What follows belongs to an exercise in optimizing a design on an open flow for small area; a production flow would make more cautious choices.
In this exercise RTL edits were held to simulation tests only and were not proved equivalent to the original.
Power is estimated from default activity; no workload was simulated.

== run a ==
==> flow/design.v (excerpt) <==
module miltest_endpoint #(
    parameter integer HB_TIMEOUT_TICKS = 1000
) (
    input  wire         clk,
    input  wire         rst,
    input  wire         tick,
    input  wire         rx_valid,
    output wire         rx_ready,
    input  wire [7:0]   rx_data,
    input  wire         rx_last,
    input  wire         rx_empty,
    output wire         tx_valid,
    input  wire         tx_ready,
    output reg  [7:0]   tx_data,
    output reg          tx_last,
    output reg          st_valid,
    output reg  [2:0]   st_code,
    output wire         safe,
    output wire         kill_latch,
    output wire [255:0] thrust_q
);
==> flow/config.mk <==
export PLATFORM = sky130hd
export DESIGN_NAME = miltest_endpoint
export DESIGN_NICKNAME = miltest_endpoint
export VERILOG_FILES = /design/flow/design.v
export SDC_FILE = /design/flow/constraint.sdc
export NUM_CORES = 4
export LEC_CHECK = 0
export CAP_MARGIN = 0
export CORE_MARGIN = 2
export CORE_UTILIZATION = 70
export SLEW_MARGIN = 0
==> flow/constraint.sdc <==
create_clock -name core_clock -period 10.0 [get_ports {clk}]
set_input_delay 2.0000 -clock core_clock [delete_from_list [all_inputs] [get_ports {clk}]]
set_output_delay 2.0000 -clock core_clock [all_outputs]
set_load 0.01 [all_outputs]
standard.sh (not shown) runs the stock make flow with config.mk's settings and CLKGATE_MAP_FILE= SYNTH_SCRIPT=/design/flow/synth_recipe.tcl, a recipe that flattens the netlist after the stock synthesis.
==> flow/flow/run.sh <==
#!/bin/bash
set -euo pipefail
cd "$(dirname "$0")/.."
export BUFFER_PORTS_ARGS="-buffer_cell sky130_fd_sc_hd__buf_1"
export RECOVER_POWER=100
export CTS_ARGS="-sink_clustering_enable -repair_clock_nets -dont_use_dummy_load -buf_list sky130_fd_sc_hd__clkbuf_4 -sink_clustering_size 10 -sink_clustering_max_diameter 40"
bash standard.sh > flow_make.log 2>&1
The final report for run a shows a completed flow and a layout that fails verification, specifically max-capacitance violations, max-slew violations.
The inputs of run b differ from those of run a as listed below.
--- a/flow/flow/run.sh
+++ b/flow/flow/run.sh
@@ -5 +4,0 @@
-export RECOVER_POWER=100
==> comparison <==
- Run b reached the final stage; the timing, design-rule and antenna checks on its layout passed.
- Going from run a to run b, total length of routed met3 wires grows by 110 µm.
- Measured against each other, run b and run a differ in worst path buffer plus inverter count, the higher figure coming from run a.
- The logic gate share of total power on run a is in line with that on run b.


== P ==
miltest_endpoint, a different RTL version from the one above (not shown whole).
For scale: ~570 cells after synthesis, roughly 320 flip-flops, ~290 I/O pins, about 11,000 um2 of cells after synthesis.
export LEC_CHECK = 0
export CAP_MARGIN = 0
export CORE_MARGIN = 2
export CORE_UTILIZATION = 65
export SLEW_MARGIN = 0
create_clock -name core_clock -period 10.0 [get_ports {clk}]
==> flow/flow/run.sh <==
#!/bin/bash
set -euo pipefail
cd "$(dirname "$0")/.."
export BUFFER_PORTS_ARGS="-buffer_cell sky130_fd_sc_hd__buf_1"
export CTS_ARGS="-sink_clustering_enable -repair_clock_nets -dont_use_dummy_load -buf_list sky130_fd_sc_hd__clkbuf_4 -sink_clustering_size 10 -sink_clustering_max_diameter 40"
bash standard.sh > flow_make.log 2>&1
P: full flow OK, the timing, design-rule and antenna checks passed
Input-level comparison between Q and P:
--- a/flow/config.mk
+++ b/flow/config.mk
@@ -10 +10 @@
-export CORE_UTILIZATION = 65
+export CORE_UTILIZATION = 70
[summary]
Re number of max-capacitance violations reported: no difference whatsoever between Q and P.
Going from P to Q, flip-flop and latch count now sits at about the same level; relative area change from synthesis to final layout now sits lower; maximum frequency now sits at about the same level; starting density of the core now sits higher.
Clock power shrinks slightly when moving from P to Q.
Q ends up with a hold slack that is 0.020 ns higher than in P.
## Diff of input files: R against Q
--- a/flow/config.mk
+++ b/flow/config.mk
@@ -10,0 +11 @@
+export GPL_TIMING_DRIVEN = 0
Summary of R over Q: total CTS buffers climbed about 5%; power share of the combinational group now sits at about the same level; fraction of area in registers shows a reduction of 0.68 points; sum of internal, switching and leakage power now sits higher. Compared to Q, R shows a narrower setup margin. [compare] base=Q new=R: worst setup timing slack at the placement stage went down by 0.048 ns; endpoint arrival time on the critical path higher.


The RTL this note starts from:
==> flow/design.v <==
module miltest_endpoint #(
    parameter integer HB_TIMEOUT_TICKS = 1000
) (
    input  wire         clk,
    input  wire         rst,
    input  wire         tick,
    input  wire         rx_valid,
    output wire         rx_ready,
    input  wire [7:0]   rx_data,
    input  wire         rx_last,
    input  wire         rx_empty,
    output wire         tx_valid,
    input  wire         tx_ready,
    output reg  [7:0]   tx_data,
    output reg          tx_last,
    output reg          st_valid,
    output reg  [2:0]   st_code,
    output wire         safe,
    output wire         kill_latch,
    output wire [255:0] thrust_q
);
    function [9:0] lfsr_step(input [9:0] l);
        lfsr_step = {l[8:0], ~(l[9] ^ l[6])};
    endfunction
    function [9:0] lfsr_adv(input integer n);
        integer k;
        reg [9:0] l;
        begin
            l = 10'd0;
            for (k = 0; k < n; k = k + 1)
                l = lfsr_step(l);
            lfsr_adv = l;
        end
    endfunction
    localparam [9:0] WD_EXPIRED = lfsr_adv(HB_TIMEOUT_TICKS);
    reg  [9:0] wd;
    reg        kill_q;
    wire       expired = (wd == WD_EXPIRED);
    wire       is_safe = !kill_q && !expired;
    assign safe       = is_safe;
    assign kill_latch = kill_q;
    localparam [2:0] S_RX = 3'd0, S_P = 3'd1,
                     S_TA = 3'd4,    
                     S_TN = 3'd5,    
                     S_TK = 3'd6;    
    reg  [2:0] state;
    reg  [3:0] cnt;         
    wire in_ta = (state == S_TA), in_tn = (state == S_TN), in_tk = (state == S_TK);
    wire p0 = (cnt == 4'd0), p1 = (cnt == 4'd1), p2 = (cnt == 4'd2);
    wire p3 = (cnt == 4'd3), p4 = (cnt == 4'd4);
    assign rx_ready = (state == S_RX);
    assign tx_valid = state[2];
    always @(*) begin
        tx_last    = ((in_ta | in_tn) & p3) | p4;
        tx_data[7] = (in_ta | in_tn) & p3;
        tx_data[6] = p0 | p1 | tx_last;
        tx_data[5] = tx_last;
        tx_data[4] = tx_last;
        tx_data[3] = p4;
        tx_data[2] = p0 | p1 | (in_tn & p3);
        tx_data[1] = p0 | (in_tk & p2) | (in_ta & p3) | p4;
        tx_data[0] = p0 | ((in_tn | in_tk) & p2) | (in_ta & p3) | p4;
    end
    reg  [7:0]  acc;         
    reg         match;       
    reg         bad_start;
    reg  [2:0]  id;
    reg         id_unknown;
    reg  [2:0]  ch;
    reg         ch_bad;
    reg  [31:0] val_n;       
    wire [31:0] val = ~val_n;
    wire take  = rx_ready && rx_valid;
    wire first = (cnt == 4'd0);
    wire empty = rx_ready && !rx_valid && rx_empty && first;
    wire [7:0] acc_base = {acc[0], acc[7:1]} & {8{!first}};
    wire [7:0] acc_p    = acc_base ^ rx_data;
    wire [7:0] acc_g    = acc_base & rx_data;
    wire [8:0] acc_c;
    assign acc_c[0] = 1'b0;
    genvar ai;
    generate
        for (ai = 0; ai < 8; ai = ai + 1) begin : g_acc_add
            assign acc_c[ai+1] = acc_g[ai] | (acc_p[ai] & acc_c[ai]);
        end
    endgenerate
    wire [7:0] acc_next = acc_p ^ acc_c[7:0];
    always @(posedge clk) begin
        if (take) begin
            acc   <= acc_next;
            match <= (rx_data == acc);
            if (first)
                bad_start <= (rx_data != 8'h47);
            else if (cnt == 4'd1 && rx_data != 8'h44)
                bad_start <= 1'b1;
            if (cnt == 4'd2) begin
                id         <= rx_data[2:0];
                id_unknown <= (rx_data[7:3] != 5'd0);
            end
            if (!rx_last) begin
                val_n  <= {val_n[23:0], ~rx_data};
                ch     <= val[26:24];
                ch_bad <= (val[31:27] != 5'd0);
            end
        end
    end
    wire len_ok = (id == 3'd3) ? (cnt == 4'd5) :
                  (id == 3'd7) ? (cnt == 4'd9) : (cnt == 4'd4);
    reg [2:0] code;
    always @(*) begin
        if (cnt[3:2] == 2'b00)   code = 3'd1;
        else if (bad_start)      code = 3'd2;
        else if (id_unknown)     code = 3'd3;
        else if (!len_ok)        code = 3'd4;
        else if (!match)         code = 3'd5;
        else                     code = 3'd0;
    end
    wire frame_ok = (code == 3'd0);
    wire in_range = (!val[31] && !val[30] &&
                     !(val[29:23] == 7'h7F && val[22:0] != 23'd0)) ||
                    (val == 32'h8000_0000);
    wire proc      = (state == S_P);
    wire do_hb     = proc && frame_ok && (id == 3'd4);
    wire gated_ok  = proc && frame_ok && is_safe;
    wire do_kill   = gated_ok && (id == 3'd5);
    wire do_thrust = gated_ok && (id == 3'd7) && !ch_bad && in_range;
    always @(posedge clk) begin
        st_code <= code;
        if (rst) begin
            state    <= S_RX;
            cnt      <= 4'd0;
            st_valid <= 1'b0;
        end else begin
            st_valid <= proc;
            case (state)
                S_RX: begin
                    if (take) begin
                        if (cnt != 4'd15)
                            cnt <= cnt + 4'd1;
                        if (rx_last)
                            state <= S_P;
                    end else if (empty) begin
                        state <= S_P;
                    end
                end
                S_P: begin
                    cnt <= 4'd0;
                    if (!frame_ok)
                        state <= S_RX;
                    else if (id == 3'd4 || do_kill || do_thrust)
                        state <= S_TA;
                    else if (id == 3'd2 && is_safe)
                        state <= S_TK;
                    else
                        state <= S_TN;
                end
                default: begin
                    if (tx_ready) begin
                        if (tx_last) begin
                            state <= S_RX;
                            cnt   <= 4'd0;
                        end else begin
                            cnt   <= cnt + 4'd1;
                        end
                    end
                end
            endcase
        end
    end
    always @(posedge clk) begin
        if (rst)
            wd <= 10'd0;
        else if (do_hb)
            wd <= {9'd0, tick};
        else if (tick && !expired)
            wd <= lfsr_step(wd);
    end
    always @(posedge clk) begin
        if (rst)
            kill_q <= 1'b0;
        else if (do_kill)
            kill_q <= 1'b1;
    end
    wire [30:0] wdata = ~({val_n[31], val_n[29:0]} | {31{rst}});
    genvar gi;
    generate
        for (gi = 0; gi < 8; gi = gi + 1) begin : g_thrust
            reg [30:0] t;
            always @(posedge clk)
                if (rst || (do_thrust && ch == gi))
                    t <= wdata;
            assign thrust_q[32*gi +: 32] = {t[30], 1'b0, t[29:0]};
        end
    endgenerate
endmodule
==> flow/config.mk <==
export PLATFORM = sky130hd
export DESIGN_NAME = miltest_endpoint
export DESIGN_NICKNAME = miltest_endpoint
export VERILOG_FILES = /design/flow/design.v
export SDC_FILE = /design/flow/constraint.sdc
export NUM_CORES = 4
export LEC_CHECK = 0
export CAP_MARGIN = 0
export CORE_MARGIN = 2
export CORE_UTILIZATION = 80
export SLEW_MARGIN = 0
==> flow/constraint.sdc <==
create_clock -name core_clock -period 10.0 [get_ports {clk}]
set_input_delay 2.0000 -clock core_clock [delete_from_list [all_inputs] [get_ports {clk}]]
set_output_delay 2.0000 -clock core_clock [all_outputs]
set_load 0.01 [all_outputs]
Scripts as last shown in full above: flow/flow/run.sh
The starting point never finished: it broke off in 4_1_cts.
Then changed:
CORE_UTILIZATION = 70   (was 80)
Outcome: The new run completed with no timing, DRC or antenna violations. Area after synthesis stays the same. Synthesized cell count stays the same.

static timing again, ports no longer ideal:
How much do the figures lean on ideal ports? The routed layouts below were timed once more, with nothing changed but the port constraints.
Step 1 (the two cells are an assumption about what drives the block):
set clk [get_ports {clk}]
set_driving_cell -lib_cell sky130_fd_sc_hd__clkbuf_16 $clk
set_driving_cell -lib_cell sky130_fd_sc_hd__buf_2 [delete_from_list [all_inputs] $clk]
Step 2 moves the port delays by t, midway between the first and last clock arrival at a register: inputs arrive t later, outputs are due t later. That takes back most of the time a late clock gives input paths.
a / b / c = ideal ports / drivers / drivers and shift; a / b = the first two.
run | t (ns) | setup WS [ns] | hold slack, ns
run a | 0.633 | 4.821 / 4.807 / 4.173 | 0.487 / 0.487 / 0.487
run b | 0.633 | 5.346 / 5.357 / 4.724 | 0.489 / 0.489 / 0.489
P | 0.641 | 5.287 / 5.305 / 4.664 | 0.449 / 0.449 / 0.449
Q | 0.635 | 5.280 / 5.297 / 4.661 | 0.469 / 0.469 / 0.469
R | 0.648 | 5.240 / 5.240 / 4.632 | 0.473 / 0.473 / 0.473
the second run of note 3 | 0.648 | 5.241 / 5.259 / 4.611 | 0.436 / 0.436 / 0.436
The setup slack of run a, which loses most, moves by -0.014 ns with the drivers and by -0.648 ns with both steps.
